What follows belongs to an exercise in optimizing a design on an open flow for small area, a short achievable clock period and few clock cycles; a production flow would make more cautious choices. Only simulation tests tie the RTL to the original design; equivalence was not proved. No activity file was given, so power comes from the tool's default toggle rates.

==> flow/design.v <==
module anpp_deframer (
    input  wire       clk,
    input  wire       rst,
    input  wire       cmd_valid,
    output wire       cmd_ready,
    input  wire [1:0] cmd_op,
    input  wire [7:0] cmd_data,
    output reg        rsp_valid,
    output reg  [7:0] rsp_data,
    output reg        rsp_frame,
    output reg        rsp_last
);
    localparam BUF_CAP = 320;
    localparam RB = 3;               
    localparam TB = 4;               
    localparam RN = 1 << RB;
    localparam TN = 1 << TB;
    localparam OP_ADD    = 2'd0;
    localparam OP_DECODE = 2'd1;
    localparam OP_RDCRC  = 2'd2;
    localparam OP_RDSTAT = 2'd3;
    localparam K_NONE  = 2'd0;
    localparam K_FRAME = 2'd1;
    localparam K_RDCRC = 2'd2;
    localparam K_RDST  = 2'd3;
    function [15:0] crc16_byte;
        input [15:0] c;
        input [7:0]  b;
        reg   [15:0] x;
        integer      k;
        begin
            x = c ^ {b, 8'h00};
            for (k = 0; k < 8; k = k + 1)
                x = x[15] ? ((x << 1) ^ 16'h1021) : (x << 1);
            crc16_byte = x;
        end
    endfunction
    function [8:0] inc9;
        input [8:0] a;
        begin
            inc9 = (a == BUF_CAP - 1) ? 9'd0 : a + 9'd1;
        end
    endfunction
    function [8:0] subk;
        input [8:0] a;
        input [2:0] k;
        begin
            subk = (a >= {6'd0, k}) ? a - {6'd0, k} : a + BUF_CAP - {6'd0, k};
        end
    endfunction
    function [8:0] pdist;
        input [8:0] a;
        input [8:0] b;
        begin
            pdist = (a >= b) ? a - b : a + BUF_CAP - b;
        end
    endfunction
    reg [7:0]  mem [0:BUF_CAP-1];
    reg [8:0]  head;         
    reg [8:0]  tail;         
    reg [8:0]  count;        
    reg [31:0] crc_errors;
    reg        fault_f;      
    reg [8:0]  rec_s [0:RN-1];
    reg [8:0]  rec_e [0:RN-1];
    reg [RB-1:0] r_emit, r_cmt, r_fnd;
    reg [RB:0] n_tot, n_fnd;
    reg [8:0]  crcd0;        
    reg [1:0]  tq_k  [0:TN-1];
    reg [TB-1:0] tq_wr, tq_rd;
    reg [TB:0] tq_n;
    reg        cur_v;
    reg [1:0]  cur_k;
    reg [8:0]  cur_p;        
    reg [8:0]  cur_e;        
    reg [1:0]  cur_ph;       
    reg [7:0]  w0, w1, w2, w3, w4;    
    reg [2:0]  wn;           
    reg        mode;         
    reg [8:0]  sp;           
    reg [8:0]  cp;           
    reg [8:0]  fp;           
    reg [8:0]  unf;          
    reg [7:0]  mb0, mb1;     
    reg [1:0]  nmb;
    reg        lrc_r;        
    reg [7:0]  s4;           
    reg [7:0]  cL;           
    reg [7:0]  rem;          
    reg [15:0] crc;
    reg [15:0] cexp;
    reg        alt_f;
    reg [8:0]  alt_p;
    reg [8:0]  serr;         
    wire cur_frame = cur_v && (cur_k == K_FRAME);
    wire n_cmt_any = (n_tot != n_fnd);
    wire       onv  = cur_frame || n_cmt_any;
    wire [8:0] onp  = cur_frame ? cur_p : rec_s[r_emit];
    wire [8:0] room = pdist(onp, tail);
    reg        room_ok;
    reg        full;         
    wire settled = (unf == 9'd0) && (nmb == 2'd0) && (mode ? (rem != 8'd0) : (wn != 3'd5));
    reg [TB:0] n_rdcrc;      
    reg [TB:0] n_rdst;       
    wire [8:0] dec_inc = (n_fnd != 0) ? crcd0 : serr;
    wire rdcrc_block = ((n_rdcrc != 0) || (cur_v && cur_k == K_RDCRC)) && (dec_inc != 9'd0);
    wire rdst_pend = (n_rdst != 0) || (cur_v && cur_k == K_RDST);
    wire add_ok = full ? !rdst_pend : room_ok;
    wire dec_ok = (tq_n != TN) && ((n_fnd != 0) || settled) && !rdcrc_block;
    wire rd_ok  = (tq_n != TN);
    reg        ib_v;
    reg [1:0]  ib_op;
    reg [7:0]  ib_data;
    wire exec_ok = (ib_op == OP_ADD)    ? add_ok :
                   (ib_op == OP_DECODE) ? dec_ok : rd_ok;
    wire fire     = ib_v && exec_ok;
    assign cmd_ready = !ib_v || exec_ok;
    always @(posedge clk) begin
        if (rst) begin
            ib_v    <= 1'b0;
            ib_op   <= 2'd0;
            ib_data <= 8'd0;
        end else if (cmd_valid && cmd_ready) begin
            ib_v    <= 1'b1;
            ib_op   <= cmd_op;
            ib_data <= cmd_data;
        end else if (fire) begin
            ib_v    <= 1'b0;
        end
    end
    wire fire_add = fire && (ib_op == OP_ADD);
    wire append   = fire_add && !full;
    wire fire_dec = fire && (ib_op == OP_DECODE);
    wire fire_rd  = fire && ib_op[1];
    wire dec_frm  = fire_dec && (n_fnd != 0);
    always @(posedge clk) begin
        if (append)
            mem[tail] <= ib_data;
    end
    reg        sc_port;      
    wire       out_go  = !(cur_frame && sc_port);
    wire [8:0] port_a = sc_port ? fp : cur_p;
    wire [7:0] port_d = mem[port_a];
    wire       lrc_ok = lrc_r;
    wire       crc0_ok = ({w4, w3} == 16'hFFFF);
    wire       crc_ok  = (crc == cexp);
    wire       hunt_eval = !mode && (wn == 3'd5);
    wire       cmp       = mode && (rem == 8'd0);
    wire       la_valid  = (rem != cL);
    wire       refetch_c = cmp && !crc_ok && alt_f;
    wire       ev        = hunt_eval || (cmp && !crc_ok && !alt_f);
    wire       ev_drop   = ev && !lrc_ok;
    wire       ev_l0     = ev && lrc_ok && (w2 == 8'd0);
    wire       ev_l0_ok  = ev_l0 && crc0_ok;
    wire       ev_start  = ev && lrc_ok && (w2 != 8'd0);
    wire       push_now  = (cmp && crc_ok) || ev_l0_ok;
    wire [1:0] err_now   = {1'b0, cmp && !crc_ok} + {1'b0, ev_l0 && !crc0_ok};
    wire [8:0] errs_bef  = serr + {7'd0, err_now};
    wire       sc_stall  = push_now && ((n_tot == RN) ||
                                        ((n_fnd != 0) && ((serr != 9'd0) || (err_now != 2'd0))));
    wire       mv        = (nmb != 2'd0);
    wire       sync      = (unf == 9'd0) && !mv;
    wire       can_take  = !sc_stall && !refetch_c;
    wire       take_mb   = mv && can_take;
    wire       take_cmd  = sync && append && can_take;
    wire       bv        = take_mb || take_cmd;
    wire [7:0] b         = mv ? mb0 : ib_data;
    wire [7:0] s4m       = s4 - w1;           
    wire [7:0] s4_neg    = 8'd0 - s4;
    wire [8:0] unf_n = refetch_c ? unf + pdist(fp, alt_p) + (append ? 9'd1 : 9'd0)
                                 : unf + ((append && !take_cmd) ? 9'd1 : 9'd0)
                                       - (do_fetch ? 9'd1 : 9'd0);
    wire       unf_nz = refetch_c ||
                        !(((unf == 9'd0) && ((append && !take_cmd) == do_fetch)) ||
                          ((unf == 9'd1) && do_fetch && !(append && !take_cmd)));
    wire [1:0] nmb_n = refetch_c ? 2'd0
                                 : nmb + (do_fetch ? 2'd1 : 2'd0) - (take_mb ? 2'd1 : 2'd0);
    wire       do_fetch  = sc_port && !refetch_c;
    wire [8:0] cp_m5 = subk(cp, 3'd5);
    wire [8:0] cp_m4 = subk(cp, 3'd4);
    wire [15:0] crc_c   = ev ? crc16_byte(16'hFFFF, 8'h00) : crc16_byte(crc, 8'h00);
    wire [15:0] crc_nx  = crc_c ^ crc16_byte(16'h0000, b);
    always @(posedge clk) begin
        if (rst) begin
            head <= 9'd0; tail <= 9'd0; count <= 9'd0;
            crc_errors <= 32'd0; fault_f <= 1'b0;
            r_emit <= 0; r_cmt <= 0; r_fnd <= 0;
            n_tot <= 0; n_fnd <= 0; crcd0 <= 9'd0;
            tq_wr <= 0; tq_rd <= 0; tq_n <= 0; n_rdcrc <= 0; n_rdst <= 0;
            cur_v <= 1'b0; cur_k <= 2'd0; cur_p <= 9'd0; cur_e <= 9'd0;
            cur_ph <= 2'd0;
            wn <= 3'd0; mode <= 1'b0; sp <= 9'd0; cp <= 9'd0; fp <= 9'd0;
            unf <= 9'd0; nmb <= 2'd0; sc_port <= 1'b0; room_ok <= 1'b1; full <= 1'b0; mb0 <= 8'd0; mb1 <= 8'd0; lrc_r <= 1'b0; s4 <= 8'd0; cL <= 8'd0; rem <= 8'd0;
            crc <= 16'hFFFF; cexp <= 16'd0; alt_f <= 1'b0; alt_p <= 9'd0;
            serr <= 9'd0;
            w0 <= 8'd0; w1 <= 8'd0; w2 <= 8'd0; w3 <= 8'd0; w4 <= 8'd0;
            rsp_valid <= 1'b0; rsp_data <= 8'd0; rsp_frame <= 1'b0; rsp_last <= 1'b0;
        end else begin
            if (fire_add) begin
                if (full) begin
                    fault_f <= 1'b1;
                end else begin
                    tail  <= inc9(tail);
                    count <= count + 9'd1;
                end
            end
            if (fire_dec) begin
                tq_k[tq_wr]  <= dec_frm ? K_FRAME : K_NONE;
                tq_wr        <= tq_wr + 1'b1;
                if (dec_frm) begin
                    head       <= rec_e[r_cmt];
                    count      <= (rec_e[r_cmt] == head) ? 9'd0
                                  : count - pdist(rec_e[r_cmt], head);
                    crc_errors <= crc_errors + {23'd0, crcd0};
                    crcd0      <= 9'd0;
                    r_cmt      <= r_cmt + 1'b1;
                end else begin
                    head       <= sp;
                    count      <= count - pdist(sp, head);
                    crc_errors <= crc_errors + {23'd0, serr};
                end
            end
            if (fire_rd) begin
                tq_k[tq_wr]  <= ib_op[0] ? K_RDST : K_RDCRC;
                tq_wr        <= tq_wr + 1'b1;
            end
            begin : outeng
                reg done;
                reg pop;
                done = 1'b0;
                rsp_valid <= 1'b0;
                rsp_data  <= 8'd0;
                rsp_frame <= 1'b0;
                rsp_last  <= 1'b0;
                if (cur_v && out_go) begin
                    rsp_valid <= 1'b1;
                    case (cur_k)
                        K_NONE: begin
                            rsp_last <= 1'b1;
                            done = 1'b1;
                        end
                        K_FRAME: begin
                            rsp_frame <= 1'b1;
                            rsp_data  <= port_d;
                            cur_p     <= inc9(cur_p);
                            if (inc9(cur_p) == cur_e) begin
                                rsp_last <= 1'b1;
                                done = 1'b1;
                            end
                        end
                        K_RDCRC: begin
                            case (cur_p[1:0])
                                2'd0: rsp_data <= crc_errors[7:0];
                                2'd1: rsp_data <= crc_errors[15:8];
                                2'd2: rsp_data <= crc_errors[23:16];
                                default: rsp_data <= crc_errors[31:24];
                            endcase
                            cur_p <= cur_p + 9'd1;
                            if (cur_p[1:0] == 2'd3) begin
                                rsp_last <= 1'b1;
                                done = 1'b1;
                            end
                        end
                        default: begin
                            rsp_data <= cur_p[0] ? (fault_f ? 8'h84 : 8'h00) : {6'd0, cur_ph};
                            cur_p <= cur_p + 9'd1;
                            if (cur_p[0]) begin
                                rsp_last <= 1'b1;
                                done = 1'b1;
                            end
                        end
                    endcase
                end
                pop = (!cur_v || done) && (tq_n != 0);
                if (!cur_v || done)
                    cur_v <= 1'b0;
                if (pop) begin
                    cur_v  <= 1'b1;
                    cur_k  <= tq_k[tq_rd];
                    if (tq_k[tq_rd] == K_FRAME)
                        cur_ph <= 2'd1;
                    else if (tq_k[tq_rd] == K_NONE)
                        cur_ph <= 2'd2;
                    tq_rd  <= tq_rd + 1'b1;
                    if (tq_k[tq_rd] == K_FRAME) begin
                        cur_p  <= rec_s[r_emit];
                        cur_e  <= rec_e[r_emit];
                        r_emit <= r_emit + 1'b1;
                    end else begin
                        cur_p  <= 9'd0;
                    end
                end
                tq_n <= tq_n + ((fire_dec || fire_rd) ? 1'b1 : 1'b0) - (pop ? 1'b1 : 1'b0);
                n_rdst <= n_rdst + ((fire_rd && ib_op[0]) ? 1'b1 : 1'b0)
                                 - ((pop && tq_k[tq_rd] == K_RDST) ? 1'b1 : 1'b0);
                n_rdcrc <= n_rdcrc + ((fire_rd && !ib_op[0]) ? 1'b1 : 1'b0)
                                   - ((pop && tq_k[tq_rd] == K_RDCRC) ? 1'b1 : 1'b0);
                n_tot <= n_tot + ((!sc_stall && push_now) ? 1'b1 : 1'b0)
                               - ((pop && tq_k[tq_rd] == K_FRAME) ? 1'b1 : 1'b0);
                n_fnd <= n_fnd + ((!sc_stall && push_now) ? 1'b1 : 1'b0)
                               - (dec_frm ? 1'b1 : 1'b0);
            end
            if (do_fetch)
                fp <= inc9(fp);
            if (take_mb) begin
                if (do_fetch && nmb == 2'd1)
                    mb0 <= port_d;
                else
                    mb0 <= mb1;
            end else if (do_fetch) begin
                if (nmb == 2'd0)
                    mb0 <= port_d;
                else
                    mb1 <= port_d;
            end
            unf     <= unf_n;
            nmb     <= nmb_n;
            sc_port <= unf_nz && (nmb_n != 2'd2);
            room_ok <= onv ? (room > (append ? 9'd1 : 9'd0))
                           : (!dec_frm || (rec_s[r_cmt] != tail));
            if (append)
                full <= (count == BUF_CAP - 1);
            else if (fire_dec && (dec_frm || sp != head))
                full <= 1'b0;
            if (refetch_c) begin
                fp  <= alt_p;
            end else begin
                if (take_cmd)
                    fp <= inc9(fp);
            end
            if (fire_dec && !dec_frm)
                serr <= 9'd0;
            else if (!sc_stall)
                serr <= push_now ? 9'd0 : errs_bef;
            if (!sc_stall) begin
                if (bv) begin
                    w0 <= w1; w1 <= w2; w2 <= w3; w3 <= w4; w4 <= b;
                    lrc_r <= (b == s4_neg);
                    s4    <= s4m + b;
                    cp <= inc9(cp);
                end
                if (push_now) begin
                    rec_s[r_fnd] <= (cmp && crc_ok) ? sp : cp_m5;
                    rec_e[r_fnd] <= cp;
                    r_fnd        <= r_fnd + 1'b1;
                    if (n_fnd == 0)
                        crcd0 <= errs_bef;
                end
                if (refetch_c) begin
                    sp    <= alt_p;
                    cp    <= alt_p;
                    mode  <= 1'b0;
                    wn    <= 3'd0;
                end else if (cmp && crc_ok) begin
                    sp   <= cp;
                    mode <= 1'b0;
                    wn   <= bv ? 3'd1 : 3'd0;
                end else if (ev) begin
                    if (ev_drop || (ev_l0 && !crc0_ok)) begin
                        sp   <= cp_m4;
                        mode <= 1'b0;
                        wn   <= bv ? 3'd5 : 3'd4;
                    end else if (ev_l0_ok) begin
                        sp   <= cp;
                        mode <= 1'b0;
                        wn   <= bv ? 3'd1 : 3'd0;
                    end else begin
                        sp    <= cp_m5;
                        mode  <= 1'b1;
                        cL    <= w2;
                        cexp  <= {w4, w3};
                        alt_f <= 1'b0;
                        rem   <= bv ? w2 - 8'd1 : w2;
                        crc   <= bv ? crc_nx : 16'hFFFF;
                    end
                end else if (mode) begin
                    if (bv) begin
                        rem <= rem - 8'd1;
                        crc <= crc_nx;
                    end
                    if (la_valid && lrc_ok && !alt_f) begin
                        alt_f <= 1'b1;
                        alt_p <= cp_m5;
                    end
                end else begin
                    if (bv) wn <= wn + 3'd1;
                end
            end
        end
    end
endmodule
==> flow/run.sh <==
#!/bin/bash
# synth_recipe.tcl (not shown) runs the flow's synth.tcl, then flattens the netlist and writes it again
# the make line also repeats each setting of config.mk as NAME=value (left out here)
make -C /OpenROAD-flow-scripts/flow DESIGN_CONFIG=/design/flow/config.mk WORK_HOME=/design/flow/orfs CLKGATE_MAP_FILE= SYNTH_SCRIPT=/design/flow/synth_recipe.tcl finish
==> flow/config.mk <==
export PLATFORM = sky130hd
export DESIGN_NAME = anpp_deframer
export DESIGN_NICKNAME = anpp_deframer
export VERILOG_FILES = /design/flow/design.v
export SDC_FILE = /design/flow/constraint.sdc
export NUM_CORES = 4
export LEC_CHECK = 0
export ABC_CLOCK_PERIOD_IN_PS = 4000
export CAP_MARGIN = 20
export CORE_MARGIN = 2
export CORE_UTILIZATION = 35
export SETUP_SLACK_MARGIN = 3.5
export SLEW_MARGIN = 20
==> flow/constraint.sdc <==
create_clock -name core_clock -period 8.0 [get_ports {clk}]
set_input_delay 1.6000 -clock core_clock [delete_from_list [all_inputs] [get_ports {clk}]]
set_output_delay 1.6000 -clock core_clock [all_outputs]
set_load 0.01 [all_outputs]
==> results of run 1 <==
## flip-flops by register name, summed over array words and instances, names as in the netlist, 16 cells and up, named ones only
name and count:
tq_k 32, cexp 16, rec_e 72, mem 2560, rec_s 72, crc 16
crc_errors 32
## routing by layer
layer	wire, um	vias up
met5	45	-
met4	12960	6
met3	31530	645
met2	173700	3354
met1	146400	39050
li1	-	31740
## layout make-up
cell class,count,area [um^2],share of cell area
tap,4950,6193,0.04169
timing repair buffer,304,3143,0.02115
inverter,225,854.6,0.005752
clock inverter,177,1908,0.01284
antenna,8,20.02,0.0001347
sequential,3069,88900,0.5984
multi-input combinational,4337,39090,0.2631
clock buffer,397,8462,0.05695
## power by group
group / leakage (nW) / switching (mW) / total, mW / internal [mW]
registers: 28.6 / 0.391 / 18.2 / 17.8
logic: 14.7 / 7.29 / 12.5 / 5.19
clock network: 5.06 / 6.22 / 15.0 / 8.74
## stage by stage
| stage | worst slack, ps | power, mW | instance area [um^2] | hold WS, ps | util |
|---|---|---|---|---|---|
| after floorplan | 3337 | 26.57 | 129700 | 425.7 | - |
| after global placement | 1667 | 29.98 | 135500 | 447.3 | 0.3676 |
| after detailed placement | 1633 | 30.13 | 135500 | 448.2 | 0.3676 |
| after CTS | 3208 | 45.62 | 147600 | 459.5 | 0.4004 |
| after global routing | 3070 | 47.22 | 148600 | 487.4 | 0.4031 |
| final | 3293 | 45.63 | 148600 | 458.4 | 0.4031 |
## cells by family after synthesis
logic type,share of synthesized area
compound gates,0.05326
xor+xnor,0.01915
fa+ha+maj,0.02614
buf+inv,0.02380
flops,0.6864
mux,0.1278
simple gates,0.06344
## worst max-delay path: cells and delay by family, from the launching register on
kind	cells	cell delay (ps)
buf+inv	3	390
compound gates	4	780
fa+ha+maj	1	140
flops	1	350
simple gates	3	590
## layout by cell type, fill, tap and decap left out, types with 20 or more instances in the layout
cell type        count
a211oi_1            61
a21o_1              28
a21oi_1            305
a221oi_1            37
a22o_1              31
a22oi_1            109
a31oi_1             49
a32oi_1             30
and3_1              41
buf_12              31
buf_4              212
buf_6               21
bufinv_16           38
clkbuf_1            65
clkbuf_16          327
clkdlybuf4s50_1     22
clkinv_1            61
clkinv_2            55
dfxtp_1            304
edfxtp_1          2736
fa_1                45
ha_1               174
inv_1              207
mux2i_1            156
mux4_2             647
nand2_1            639
nand2_2             20
nand2b_1            20
nand3_1            145
nand4_1             38
nor2_1             707
nor2b_1             28
nor3_1              75
nor4_1              23
o21ai_0            142
o22ai_1             53
xnor2_1            144
xor2_1             136
## what timing repair did
item / 4_1_cts / 5_1_grt
resized for setup: 169 / 124
endpoints found under the hold margin: 0 / 0
pin swaps: 43 / 39
buffers inserted: 74 / 48
setup endpoints to repair: 1522 / 363
gates cloned: 13 / 4
## worst min-delay path by stage
stage,from,end,slack [ps],cells past startpoint
detailed placement,fault_f,fault_f,450,2
global placement,mb0[3],mb0[3],450,2
global route,cexp[13],cexp[13],490,2
CTS,mb0[6],mb0[6],460,2
finish,mb0[3],mb0[3],460,2
floorplan,fault_f,fault_f,430,2
==> results.json, run 1 <==
{
  "run_status": "no timing/DRC/antenna violations",
  "grt_use_total": 0.1902,
  "synth_top_area_frac": 0.6348,
  "clock_latency_ps": 910,
  "r2r-end": "crc_errors[12]",
  "cp_slowest_cell": "or3b_4",
  "dieArea_um2": 374600,
  "drt_iter0_drc": 8387,
  "ioPinCount": 25,
  "gp_congestion": 0.8444,
  "rows": 223,
  "cts.clk_slew.worst_paths_ps": 60,
  "cts_tree": "yes",
  "drive_above_1_share": 0.1980,
  "drc": 0,
  "crit_type": "flop to primary output",
  "drt_pass1_iterations": 14,
  "powerDensity_nw_per_um2": 307.1,
  "netlist_area_um2": 129400,
  "numCtsBuffers": 320,
  "die_h_um": 612.1,
  "grt_pass1_vias": 74420,
  "synth_area_per_cell_um2": 16.04,
  "cp_data_required_time_ps": 6400,
  "grt_max_degree": 209,
  "grt-busiest-layer": "met2",
  "ff2ff_setup_slack_ps": 3330,
  "io_buffers": 24,
  "fin_nets": 8509,
  "grtUsageMet2": 0.3087,
  "tns_ps": 0,
  "hold_viol_final": 0,
  "ir_drop_uv": 215.4,
  "critPathMaxStageDelay_ps": 410,
  "rsz0062_at_grt": "true",
  "leakage_nw": 48.37,
  "fill_cells": 32990,
  "wl_per_cell_um": 27.08,
  "met1_usage": 0.2574,
  "cts_max_level": 5,
  "ctsHoldBuffers": 0,
  "vias": 74790,
  "drv_slew": 0,
  "syn_inst": 8069,
  "yosysTopAreaCell": "edfxtp_1",
  "yosysMostFrequentCell": "edfxtp_1",
  "synth_edf_count": 2736,
  "synth_area_leaders": "edfxtp_1, mux4_2, dfxtp_1, nor2_1, nand2_1",
  "fmax_mhz": 212.4,
  "cp_cell_sequence": "inv_2 -> ha_4 -> or3b_4 -> o31ai_4 -> o21ai_4 -> a31oi_4 -> buf_4 -> nor2_2 -> a21oi_2 -> nand2_2 -> buf_6",
  "floorplan.initialDensity": 0.3511,
  "use_met3": 0.03659,
  "endpoint_kind": "primary output",
  "timing.rr.start": "nmb[1]",
  "antenna_found_initial": 13,
  "fin_crit_ps": 4707,
  "path_max_fanout": 5,
  "synthArstFlopShare": 0,
  "cts_root_buf": "clkbuf_16",
  "final_cells": 13470,
  "hold_path.class": "flop to flop",
  "ys.flop_type": "edfxtp_1",
  "reg2regPathDepth": 25,
  "yosys-top-cells-count": "edfxtp_1, nor2_1, nand2_1",
  "fin_crit_sh": 0.5884,
  "ys_seq_area_frac": 0.6864,
  "max_slew.worst_pin.slew_ps": 1267,
  "cts.sinks": 3069,
  "hpwl_mm": 218.7,
  "arrival_ps": 3110,
  "crit_end": "cmd_ready",
  "slew_headroom": 0.1554,
  "route.antenna.remaining_nets": 0,
  "coreArea_um2": 368600,
  "area_delta_synth_final_pct": 14.81,
  "grt_pass1_wl_mm": 525.0,
  "startpoint": "rem[0]",
  "ys_ff_latch": 3069,
  "maxCapViolCount": 0,
  "vias_per_cell": 5.554,
  "synth_nets": 8321,
  "grt-ovfl-total": 0,
  "ys_warn_count": 1,
  "setup_viol": 0,
  "place_inst": 12740,
  "fin_skew_ps": 102.0,
  "wl_mm": 364.6,
  "cts_buffer_depth": 4,
  "die_x_um": 612.1,
  "yosys.cell_types.count": 89,
  "start_kind": "flop"
}
Testbench counts, summed over its fixed seeds: cycles 61,886.
==> run 2: changes to the inputs <==
--- a/flow/design.v
+++ b/flow/design.v
@@ -59,6 +59,7 @@
     reg [8:0]  head;         
     reg [8:0]  tail;         
-    reg [8:0]  count;        
     reg [31:0] crc_errors;
+    reg [8:0]  cpend;        
+    reg        chi;          
     reg        fault_f;      
     reg [8:0]  rec_s [0:RN-1];
@@ -88,4 +89,5 @@
     reg [7:0]  cL;           
     reg [7:0]  rem;          
+    reg        rem_z;        
     reg [15:0] crc;
     reg [15:0] cexp;
@@ -100,5 +102,5 @@
     reg        room_ok;
     reg        full;         
-    wire settled = (unf == 9'd0) && (nmb == 2'd0) && (mode ? (rem != 8'd0) : (wn != 3'd5));
+    wire settled = (unf == 9'd0) && (nmb == 2'd0) && (mode ? !rem_z : (wn != 3'd5));
     reg [TB:0] n_rdcrc;      
     reg [TB:0] n_rdst;       
@@ -134,17 +136,20 @@
     wire fire_rd  = fire && ib_op[1];
     wire dec_frm  = fire_dec && (n_fnd != 0);
+    reg        wr_v;
+    reg [8:0]  wr_a;
+    reg [7:0]  wr_d;
     always @(posedge clk) begin
-        if (append)
-            mem[tail] <= ib_data;
+        if (wr_v)
+            mem[wr_a] <= wr_d;
     end
     reg        sc_port;      
     wire       out_go  = !(cur_frame && sc_port);
     wire [8:0] port_a = sc_port ? fp : cur_p;
-    wire [7:0] port_d = mem[port_a];
+    wire [7:0] port_d = (wr_v && wr_a == port_a) ? wr_d : mem[port_a];
     wire       lrc_ok = lrc_r;
     wire       crc0_ok = ({w4, w3} == 16'hFFFF);
     wire       crc_ok  = (crc == cexp);
     wire       hunt_eval = !mode && (wn == 3'd5);
-    wire       cmp       = mode && (rem == 8'd0);
+    wire       cmp       = mode && rem_z;
     wire       la_valid  = (rem != cL);
     wire       refetch_c = cmp && !crc_ok && alt_f;
@@ -181,8 +186,15 @@
     wire [15:0] crc_c   = ev ? crc16_byte(16'hFFFF, 8'h00) : crc16_byte(crc, 8'h00);
     wire [15:0] crc_nx  = crc_c ^ crc16_byte(16'h0000, b);
+    reg [21:0] hi_inc;
+    integer hk;
+    always @(*) begin
+        for (hk = 0; hk < 22; hk = hk + 1)
+            hi_inc[hk] = crc_errors[10 + hk] ^ (chi & ((crc_errors[31:10] & ((22'd1 << hk) - 22'd1)) == ((22'd1 << hk) - 22'd1)));
+    end
     always @(posedge clk) begin
         if (rst) begin
-            head <= 9'd0; tail <= 9'd0; count <= 9'd0;
-            crc_errors <= 32'd0; fault_f <= 1'b0;
+            head <= 9'd0; tail <= 9'd0;
+            crc_errors <= 32'd0; cpend <= 9'd0; chi <= 1'b0;
+            wr_v <= 1'b0; wr_a <= 9'd0; wr_d <= 8'd0; fault_f <= 1'b0;
             r_emit <= 0; r_cmt <= 0; r_fnd <= 0;
             n_tot <= 0; n_fnd <= 0; crcd0 <= 9'd0;
@@ -191,5 +203,5 @@
             cur_ph <= 2'd0;
             wn <= 3'd0; mode <= 1'b0; sp <= 9'd0; cp <= 9'd0; fp <= 9'd0;
-            unf <= 9'd0; nmb <= 2'd0; sc_port <= 1'b0; room_ok <= 1'b1; full <= 1'b0; mb0 <= 8'd0; mb1 <= 8'd0; lrc_r <= 1'b0; s4 <= 8'd0; cL <= 8'd0; rem <= 8'd0;
+            unf <= 9'd0; nmb <= 2'd0; sc_port <= 1'b0; room_ok <= 1'b1; full <= 1'b0; mb0 <= 8'd0; mb1 <= 8'd0; lrc_r <= 1'b0; s4 <= 8'd0; cL <= 8'd0; rem <= 8'd0; rem_z <= 1'b1;
             crc <= 16'hFFFF; cexp <= 16'd0; alt_f <= 1'b0; alt_p <= 9'd0;
             serr <= 9'd0;
@@ -202,5 +214,4 @@
                 end else begin
                     tail  <= inc9(tail);
-                    count <= count + 9'd1;
                 end
             end
@@ -210,13 +221,8 @@
                 if (dec_frm) begin
                     head       <= rec_e[r_cmt];
-                    count      <= (rec_e[r_cmt] == head) ? 9'd0
-                                  : count - pdist(rec_e[r_cmt], head);
-                    crc_errors <= crc_errors + {23'd0, crcd0};
                     crcd0      <= 9'd0;
                     r_cmt      <= r_cmt + 1'b1;
                 end else begin
                     head       <= sp;
-                    count      <= count - pdist(sp, head);
-                    crc_errors <= crc_errors + {23'd0, serr};
                 end
             end
@@ -225,4 +231,10 @@
                 tq_wr        <= tq_wr + 1'b1;
             end
+            wr_v <= append;
+            wr_a <= tail;
+            wr_d <= ib_data;
+            cpend <= fire_dec ? dec_inc : 9'd0;
+            {chi, crc_errors[9:0]} <= {1'b0, crc_errors[9:0]} + {2'b0, cpend};
+            crc_errors[31:10] <= hi_inc;
             begin : outeng
                 reg done;
@@ -320,5 +332,5 @@
                            : (!dec_frm || (rec_s[r_cmt] != tail));
             if (append)
-                full <= (count == BUF_CAP - 1);
+                full <= (inc9(tail) == head);
             else if (fire_dec && (dec_frm || sp != head))
                 full <= 1'b0;
@@ -372,4 +384,5 @@
                         alt_f <= 1'b0;
                         rem   <= bv ? w2 - 8'd1 : w2;
+                        rem_z <= bv && (w2 == 8'd1);
                         crc   <= bv ? crc_nx : 16'hFFFF;
                     end
@@ -377,4 +390,5 @@
                     if (bv) begin
                         rem <= rem - 8'd1;
+                        rem_z <= (rem == 8'd1);
                         crc <= crc_nx;
                     end
--- a/flow/config.mk
+++ b/flow/config.mk
@@ -10,4 +10,5 @@
 export CORE_MARGIN = 2
 export CORE_UTILIZATION = 35
-export SETUP_SLACK_MARGIN = 3.5
+export SETUP_SLACK_MARGIN = 4.0
 export SLEW_MARGIN = 20
+export TNS_END_PERCENT = 100
==> run 2 against run 1 <==
Against the previous run:
- wire length increased by 7.2%
- cell area grew 2.5%
- sequential share of layout area shrank 1.2 points
- still clean on timing, DRC and antenna
- final cell count is 3.1% higher
==> results.json, run 2 <==
{
  "run_status": "no timing/DRC/antenna violations",
  "place_ws_ps": 1962,
  "wl_per_cell_um": 28.16,
  "fin_crit_ps": 4475,
  "synth_area_per_cell_um2": 15.49,
  "path_max_fanout": 7,
  "grt_max_degree": 228,
  "drt_iter0_drc": 9490,
  "cp_cell_sequence": "inv_2 -> ha_4 -> nor3b_4 -> buf_12 -> mux2i_4 -> nand4_1 -> o21ai_1 -> nand3_1 -> and2_4 -> nand2_4 -> buf_6",
  "total_power_mw": 48.14,
  "die_x_um": 612.5,
  "yosysMostFrequentCell": "edfxtp_1",
  "hold_path.class": "flop to flop",
  "cts_tree": "yes",
  "coreArea_um2": 368900,
  "die_h_um": 612.5,
  "yosys.cell_types.count": 94,
  "vias_per_cell": 5.674,
  "dieArea_um2": 375100,
  "cts_buffer_depth": 4,
  "synth_area_leaders": "edfxtp_1, mux4_2, dfxtp_1, mux2i_1, nor2_1",
  "setup_viol": 0,
  "largest_register_ffs": 2560,
  "timing.final.ws_setup_ps": 3525,
  "wl_mm": 390.9,
  "grt_pass1_wl_mm": 553.9,
  "cts_root_buf": "clkbuf_16",
  "synth_top_area_frac": 0.6340,
  "regMostFlops": "mem",
  "largestRegisters": "mem x2560, rec_e x72, rec_s x72",
  "crit_type": "flop to primary output",
  "cts_max_level": 5,
  "reg2regPathDepth": 23,
  "clock_latency_ps": 950,
  "cts.clk_slew.worst_paths_ps": 60,
  "whs_path_depth": 2,
  "rows": 223,
  "holdWs_ps": 458.8,
  "hold_viol_final": 0,
  "path_buf_inv": 3,
  "vias": 78780,
  "drive_above_1_share": 0.2046,
  "synth_edf_count": 2736,
  "netlist_area_um2": 129600,
  "synthArstFlopShare": 0,
  "fin_nets": 8855,
  "yosys-top-cells-count": "edfxtp_1, nor2_1, nand2_1",
  "ioPinCount": 25,
  "fin_skew_ps": 78.85,
  "start_kind": "flop",
  "route.antenna.remaining_nets": 0,
  "crit_cells": 11,
  "use_met3": 0.03922,
  "grt-ovfl-total": 0,
  "ys_warn_count": 1,
  "fin_crit_sh": 0.5593,
  "final_cells": 13880,
  "arrival_ps": 2870,
  "numCtsBuffers": 328,
  "ir_drop_uv": 265.1,
  "leakage_nw": 48.63,
  "layout_common_cells": "edfxtp_1, nor2_1, nand2_1",
  "grt-busiest-layer": "met2",
  "hpwl_mm": 218.7,
  "grtUsageMet2": 0.3226,
  "yosysTopAreaCell": "edfxtp_1",
  "floorplan.initialDensity": 0.3513,
  "slew_headroom": 0.1586,
  "drt_pass1_iterations": 8,
  "layout_commonest_cell": "edfxtp_1",
  "tns_ps": 0,
  "area_delta_synth_final_pct": 17.50,
  "drc": 0,
  "endpoint_kind": "primary output",
  "place_inst": 12970,
  "ys.flop_type": "edfxtp_1",
  "crit_family": "simple AND/OR/NAND/NOR gates",
  "cp_data_required_time_ps": 6400,
  "cp_slowest_cell": "dfxtp_2",
  "powerDensity_nw_per_um2": 316.2,
  "rsz0062_at_grt": "true",
  "drv_slew": 0,
  "fmax_mhz": 223.5,
  "ys_ff_latch": 3089,
  "maxCapViolCount": 0,
  "ys_seq_area_frac": 0.6886,
  "io_buffers": 24,
  "syn_inst": 8363,
  "grt_pass1_vias": 76590,
  "antenna_found_initial": 15,
  "critPathMaxStageDelay_ps": 320,
  "met1_usage": 0.2711,
  "ctsHoldBuffers": 0,
  "synth_nets": 8546,
  "grt_use_total": 0.2010,
  "max_slew.worst_pin.slew_ps": 1262,
  "gp_congestion": 0.8693,
  "cts.sinks": 3089
}
-- run 2: cell types whose count changed after synthesis, sizes merged, moves of 49 or more --
cell | previous run | this run
ha | 188 | 137
o22ai | 54 | 103
mux4 | 647 | 478
a21oi | 325 | 414
o221ai | 12 | 135
a22oi | 109 | 16
clkbuf | 229 | 281
mux2i | 172 | 504
-- run 2: logic make-up (layout without fill, tap and decap cells) --
kind of cell    Yosys count  count (layout)  synth area share
flops                  3089            3089            0.6886
fa+ha+maj               170             170           0.01833
other cells               0               4                 0
buf+inv                 692            1243           0.02566
simple gates           1932            1933           0.06519
mux                    1003            1013            0.1239
xor+xnor                245             245           0.01656
compound gates         1232            1237           0.06179
-- run 2: final cells by class --
cell class / instances / area (um^2)
clock inverter: 168 / 1523
timing repair inverter: 1 / 3.754
tap: 4950 / 6193
sequential: 3089 / 89330
fill: 32960 / 216600
antenna: 4 / 10.01
clock buffer: 420 / 8708
timing repair buffer: 477 / 5991
multi-input combinational: 4598 / 39830
inverter: 177 / 675.6
-- run 2: layer usage --
layer	wire length, um	vias up
met5	69	-
met3	36680	792
met1	155200	40830
met4	15760	10
li1	-	33130
met2	183200	4027
-- run 2: path summary, 6_finish.rpt --
kind              startpoint   endpoint  slack (ps)
setup / recovery    n_fnd[2]  cmd_ready        3530
hold / removal         s4[3]      s4[3]         460
setup reg to reg      crc[0]   n_tot[3]        3670
hold reg to reg        s4[3]      s4[3]         460
-- run 2: what timing repair did --
item | 4_1_cts | 5_1_grt
buffers inserted | 141 | 106
gates resized for setup | 391 | 286
endpoints found under the setup margin | 375 | 247
pin swaps | 71 | 103
gates cloned | 42 | 25
-- run 2: worst reg2reg max path: stages (launching register included) --
cell	delay, ps
dfxtp_4	360
xor2_2	180
nor4_4	380
and4_4	350
o31ai_4	70
and3_4	200
inv_2	60
ha_4	120
nand4_1	150
a22o_4	320
buf_4	140
buf_6	100
buf_6	100
buf_6	100
buf_6	130
buf_6	120
nand2b_4	190
ha_4	340
inv_2	40
ha_4	150
a21o_1	190
a21oi_2	130
xor2_1	210
nor2_1	80
-- run 2: through the flow --
stage,cell area [um^2],util
finish,152300,0.4128
detailed placement,135300,0.3669
CTS,149700,0.4058
global placement,135300,0.3668
floorplan,129800,-
global route,152300,0.4128
-- run 2: power breakdown --
group	internal, mW	switching, mW	total [mW]
combinational	6.43	8.78	15.2
clock	8.36	6.39	14.8
sequential	17.8	0.409	18.2
Testbench counts of run 2, summed over its fixed seeds: cycles 61,886.

==> re-timing with driven ports <==
The flow's constraints put no driver on any port. The routed layouts listed below were extracted and timed again, unchanged, in two steps. Step 1 (the two cells are an assumption about what drives the block):
set clk [get_ports {clk}]
set_driving_cell -lib_cell sky130_fd_sc_hd__clkbuf_16 $clk
set_driving_cell -lib_cell sky130_fd_sc_hd__buf_2 [delete_from_list [all_inputs] $clk]
Step 2 adds t to the input delays and takes it off the output delays; t is the mean of the earliest and latest rising clock arrival at the registers after step 1. Input paths then give back, and output paths get back, about the clock's delay inside the block. Three values: no drivers, after step 1, after step 2; two values: the first two.
run | t (ns) | setup WS [ns] | hold WS [ns] | worst data-port slew with drivers (ns)
run 1 | 0.961 | 3.293 / 3.189 / 3.251 | 0.458 / 0.458 / 0.458 | 0.07
run 2 | 1.010 | 3.525 / 3.424 / 3.668 | 0.459 / 0.459 / 0.459 | 0.06
After both steps every run listed still meets setup and hold. The setup slack of run 1, which loses most, moves by -0.104 ns with the drivers and by -0.042 ns with both steps.
